What follows belongs to an exercise in optimizing a design on an open flow for small area, a short achievable clock period and few clock cycles; a production flow would make more cautious choices.
Function was checked by simulation only, so behaviour that the tests miss may differ from the original.
Power and IR drop assume default switching activity.

// icf_synth
module icf_synth (
    input  wire        clk,
    input  wire        rst,
    input  wire        cmd_valid,
    output wire        cmd_ready,
    input  wire [1:0]  cmd_op,      
    input  wire [1:0]  cmd_ch,
    input  wire [2:0]  cmd_reg,
    input  wire [31:0] cmd_data,
    output reg         out_valid,
    output reg  [1:0]  out_ch,
    output reg  [15:0] out_val
);
Size in the first run: ~4,800 cells after synthesis, about 790 flip-flops, roughly 62 I/O pins, about 40,000 sq um of cells after synthesis.
Settings: LEC_CHECK=0, ABC_AREA=1, CAP_MARGIN=20, CORE_MARGIN=2, CORE_UTILIZATION=70, SLEW_MARGIN=20, SYNTH_MEMORY_MAX_BITS=16384; clock period 30.0 ns.
standard.sh (not shown) runs the stock make flow with config.mk's settings and CLKGATE_MAP_FILE= SYNTH_SCRIPT=/design/flow/synth_recipe.tcl, a recipe that flattens the netlist after the stock synthesis.
==> flow/flow/run.sh <==
#!/bin/bash
# The standard layout (standard synthesis unchanged), with ORFS's timing repair
# aimed at a slack of 23 ns, that is at paths of at most 7 ns within the 30 ns clock;
# port buffers inserted as buf_1 rather than a delay cell (flow/ports.tcl); and clock
# tree synthesis without dummy loads, with clkbuf_16 buffers and sink clusters of up to
# 24 flip-flops. The clock, the constraints and every other step are the standard ones.
set -euo pipefail
here=$(pwd)
bash standard.sh synth > synth.log 2>&1
bash standard.sh finish SETUP_SLACK_MARGIN=23 POST_GLOBAL_PLACE_TCL=$here/flow/ports.tcl \
  "CTS_ARGS=-sink_clustering_enable -repair_clock_nets -dont_use_dummy_load -buf_list {sky130_fd_sc_hd__clkbuf_16} -sink_clustering_size 24 -sink_clustering_max_diameter 90" \
  > layout.log 2>&1
==> flow/flow/ports.tcl <==
# Sourced after global placement: the port buffers that buffer_ports inserted as
# clkdlybuf4s50_1 (a delay cell) become plain buf_1; timing repair later upsizes the
# ones on paths that need it. Every port keeps its buffer.
foreach inst [[ord::get_db_block] getInsts] {
  set name [$inst getName]
  if {[regexp {^(input|output)[0-9]+$} $name] &&
      [[$inst getMaster] getName] eq "sky130_fd_sc_hd__clkdlybuf4s50_1"} {
    replace_cell $name sky130_fd_sc_hd__buf_1
  }
}
The first run went through all stages and came out clean.
Testbench counts at the start, summed over its fixed seeds: cycles 13,492.
Change:
- CORE_UTILIZATION: 70 -> 75
=> Via count goes up by a few percent; fmax hardly moves; final area hardly moves; power goes up slightly; routed wire length goes up by a few percent; first-iteration DRC count goes up by well over a third; clock-buffer cell count goes up by 1.
Change:
--- a/flow/flow/run.sh
+++ b/flow/flow/run.sh
@@ -3 +3 @@
-# aimed at a slack of 23 ns, that is at paths of at most 7 ns within the 30 ns clock;
+# aimed at a slack of 22.95 ns, that is at paths of at most 7.05 ns within the 30 ns clock;
@@ -10 +10 @@
-bash standard.sh finish SETUP_SLACK_MARGIN=23 POST_GLOBAL_PLACE_TCL=$here/flow/ports.tcl \
+bash standard.sh finish SETUP_SLACK_MARGIN=22.95 POST_GLOBAL_PLACE_TCL=$here/flow/ports.tcl \
- CORE_UTILIZATION: 75 -> 70
After rerunning: The new run finished with timing, DRC and antenna clean. Routed wire length is lower by 6.7%. Via count is lower by 4.4%. Setup slack improves by 0.0051 ns. Hold slack improves by 0.015 ns. Combinational power is lower by 4.1%.

Another version of the RTL of icf_synth (not shown whole).
Size: roughly 4,800 cells after synthesis, about 790 flip-flops, roughly 0.040 sq mm of cells after synthesis.
==> flow/design.v (excerpt) <==
module icf_synth (
    input  wire        clk,
    input  wire        rst,
    input  wire        cmd_valid,
    output wire        cmd_ready,
    input  wire [1:0]  cmd_op,      
    input  wire [1:0]  cmd_ch,
    input  wire [2:0]  cmd_reg,
    input  wire [31:0] cmd_data,
    output reg         out_valid,
    output reg  [1:0]  out_ch,
    output reg  [15:0] out_val
);
Settings: LEC_CHECK=0, ABC_AREA=1, CAP_MARGIN=20, CORE_MARGIN=2, CORE_UTILIZATION=65, CTS_BUF_LIST=sky130_fd_sc_hd__clkbuf_4 sky130_fd_sc_hd__clkbuf_8, SLEW_MARGIN=20, SYNTH_MEMORY_MAX_BITS=16384; clock period 30.0 ns.
==> flow/flow/run.sh <==
#!/bin/bash
# The standard layout (standard synthesis unchanged), with ORFS's timing repair
# aimed at a slack of 23 ns, that is at paths of at most 7 ns within the 30 ns clock,
# and clock tree synthesis without dummy loads, with clkbuf_16 buffers and sink clusters
# of up to 24 flip-flops. The clock, the constraints and every other step are the
# standard ones.
set -euo pipefail
bash standard.sh synth > synth.log 2>&1
bash standard.sh finish SETUP_SLACK_MARGIN=23 \
  "CTS_ARGS=-sink_clustering_enable -repair_clock_nets -dont_use_dummy_load -buf_list {sky130_fd_sc_hd__clkbuf_16} -sink_clustering_size 24 -sink_clustering_max_diameter 90" \
  > layout.log 2>&1
Testbench counts at the start, summed over its fixed seeds: cycles 13,492.
Change:
==> flow/flow/run.sh (replaced) <==
#!/bin/bash
# The standard layout (standard synthesis unchanged), with ORFS's timing repair
# aimed at a slack of 23 ns, that is at paths of at most 7 ns within the 30 ns clock,
# and clock tree synthesis without dummy loads. The clock, the constraints and every
# other step are the standard ones.
set -euo pipefail
bash standard.sh synth > synth.log 2>&1
bash standard.sh finish SETUP_SLACK_MARGIN=23 \
  "CTS_ARGS=-sink_clustering_enable -repair_clock_nets -dont_use_dummy_load -buf_list {sky130_fd_sc_hd__clkbuf_4 sky130_fd_sc_hd__clkbuf_8}" \
  > layout.log 2>&1
- ABC_AREA: 1 -> not set
What happened: Via count went down by a few percent; maximum frequency went down slightly; core utilization stays flat; global-route usage went down by 4.7 points; power went down by a quarter to a third; hold slack gets better by 0.020 ns; non-clock buffer count went up by 13; count of clock-buffer cells in the layout went up by 72; synthesized area went up slightly.
Change:
==> flow/flow/run.sh (replaced) <==
#!/bin/bash
# The standard layout (standard synthesis unchanged), with ORFS's timing repair
# aimed at a slack of 23 ns, that is at paths of at most 7 ns within the 30 ns clock;
# port buffers inserted as buf_1 rather than a delay cell (flow/ports.tcl); and clock
# tree synthesis without dummy loads, with clkbuf_8 buffers and sink clusters of up to
# 18 flip-flops. The clock, the constraints and every other step are the standard ones.
set -euo pipefail
here=$(pwd)
bash standard.sh synth > synth.log 2>&1
bash standard.sh finish SETUP_SLACK_MARGIN=23 POST_GLOBAL_PLACE_TCL=$here/flow/ports.tcl \
  "CTS_ARGS=-sink_clustering_enable -repair_clock_nets -dont_use_dummy_load -buf_list {sky130_fd_sc_hd__clkbuf_8} -sink_clustering_size 18 -sink_clustering_max_diameter 70" \
  > layout.log 2>&1
==> flow/flow/ports.tcl (new file) <==
# Sourced after global placement: the port buffers that buffer_ports inserted as
# clkdlybuf4s50_1 (a delay cell) become plain buf_1; timing repair later upsizes the
# ones on paths that need it. Every port keeps its buffer.
foreach inst [[ord::get_db_block] getInsts] {
  set name [$inst getName]
  if {[regexp {^(input|output)[0-9]+$} $name] &&
      [[$inst getMaster] getName] eq "sky130_fd_sc_hd__clkdlybuf4s50_1"} {
    replace_cell $name sky130_fd_sc_hd__buf_1
  }
}
- ABC_AREA: not set -> 1
- CORE_UTILIZATION: 65 -> 75
- CTS_BUF_LIST: sky130_fd_sc_hd__clkbuf_4 sky130_fd_sc_hd__clkbuf_8 -> not set
=> Critical path depth falls by 10; synthesized cell count rises by 12%; worst setup slack degrades by 0.051 ns; register-to-register slack degrades by 0.13 ns; sequential power rises by about 20%; utilization rises by 8.7 points.
Change:
==> flow/flow/run.sh (replaced) <==
#!/bin/bash
# The standard layout (standard synthesis unchanged), with ORFS's timing repair
# aimed at a slack of 23 ns, that is at paths of at most 7 ns within the 30 ns clock,
# and clock tree synthesis without dummy loads, with clkbuf_8 buffers and sink clusters
# of up to 18 flip-flops. The clock, the constraints and every other step are the
# standard ones.
set -euo pipefail
bash standard.sh synth > synth.log 2>&1
bash standard.sh finish SETUP_SLACK_MARGIN=23 \
  "CTS_ARGS=-sink_clustering_enable -repair_clock_nets -dont_use_dummy_load -buf_list {sky130_fd_sc_hd__clkbuf_8} -sink_clustering_size 18 -sink_clustering_max_diameter 70" \
  > layout.log 2>&1
- ABC_AREA: 1 -> not set
- CORE_UTILIZATION: 75 -> 65
- CTS_BUF_LIST: not set -> sky130_fd_sc_hd__clkbuf_4 sky130_fd_sc_hd__clkbuf_8
removed: flow/flow/ports.tcl
Via count falls by roughly a tenth; final cell count came out lower by a little under a tenth; setup slack improved by 0.048 ns; worst hold slack got worse by 0.025 ns; combinational power falls by well over a third; first-iteration DRC count is lower by a quarter to a third; final area is higher slightly; sequential cell count stays the same; synthesized area grows slightly.
Change:
- ABC_AREA: not set -> 1
What happened:
- The new run ran to the end with no violations
- synthesized cell count rises by 12%
- worst hold slack got worse by 0.0065 ns
- total power went up by 49%
- register-to-register slack improves by 0.06 ns
- final area barely changes
- clock power rises by about 4%
- combinational power grows to 9.9 times its value
- sequential share of layout area hardly moves
Change:
==> flow/flow/run.sh (replaced) <==
#!/bin/bash
# The standard layout (standard synthesis unchanged), with ORFS's timing repair
# aimed at a slack of 23 ns, that is at paths of at most 7 ns within the 30 ns clock,
# and clock tree synthesis without dummy loads. The clock, the constraints and every
# other step are the standard ones.
set -euo pipefail
bash standard.sh synth > synth.log 2>&1
bash standard.sh finish SETUP_SLACK_MARGIN=23 \
  "CTS_ARGS=-sink_clustering_enable -repair_clock_nets -dont_use_dummy_load -buf_list {sky130_fd_sc_hd__clkbuf_4 sky130_fd_sc_hd__clkbuf_8}" \
  > layout.log 2>&1
What happened: Sequential share of layout area is lower by 0.76 points; via count went up by 1.3%; wire length increases by 0.75%; synthesized cell count does not change; total power rose by 9.2%; fmax grows by 0.44%.

==> what the ideal ports hide <==
How much do the figures lean on ideal ports? The routed layouts below were timed once more, with nothing changed but the port constraints.
Step 1: set_driving_cell puts a clkbuf_16 on clk and a buf_2 on each other input, an assumption about the parent block.
Step 2 times the ports against the registers' clock, not the clock port: input delays grow and output delays shrink by t, the midpoint of the rising clock arrivals with the driver on.
Slacks: no drivers / after step 1 / after step 2; pairs: no drivers / after step 1.
run	shift t [ns]	slack for setup (ns)	clock arrival spread, ns
the first run of note 1	0.644	22.930 / 22.867 / 22.532	0.118 / 0.118
the second run of note 1	0.654	22.926 / 22.858 / 22.471	0.082 / 0.082
the third run of note 1	0.643	22.931 / 22.867 / 22.438	0.115 / 0.116
the first run of note 2	0.654	22.898 / 22.833 / 22.414	0.108 / 0.108
the second run of note 2	0.724	22.844 / 22.804 / 22.159	0.098 / 0.098
the third run of note 2	0.746	22.793 / 22.733 / 22.403	0.087 / 0.087
the fourth run of note 2	0.715	22.840 / 22.776 / 22.161	0.122 / 0.122
the fifth run of note 2	0.748	22.783 / 22.720 / 22.438	0.122 / 0.122
the sixth run of note 2	0.771	22.814 / 22.751 / 22.341	0.125 / 0.125
After both steps setup and hold are still met in every run listed. The setup slack of the second run of note 2, which loses most, moves by -0.040 ns with the drivers and by -0.685 ns with both steps.
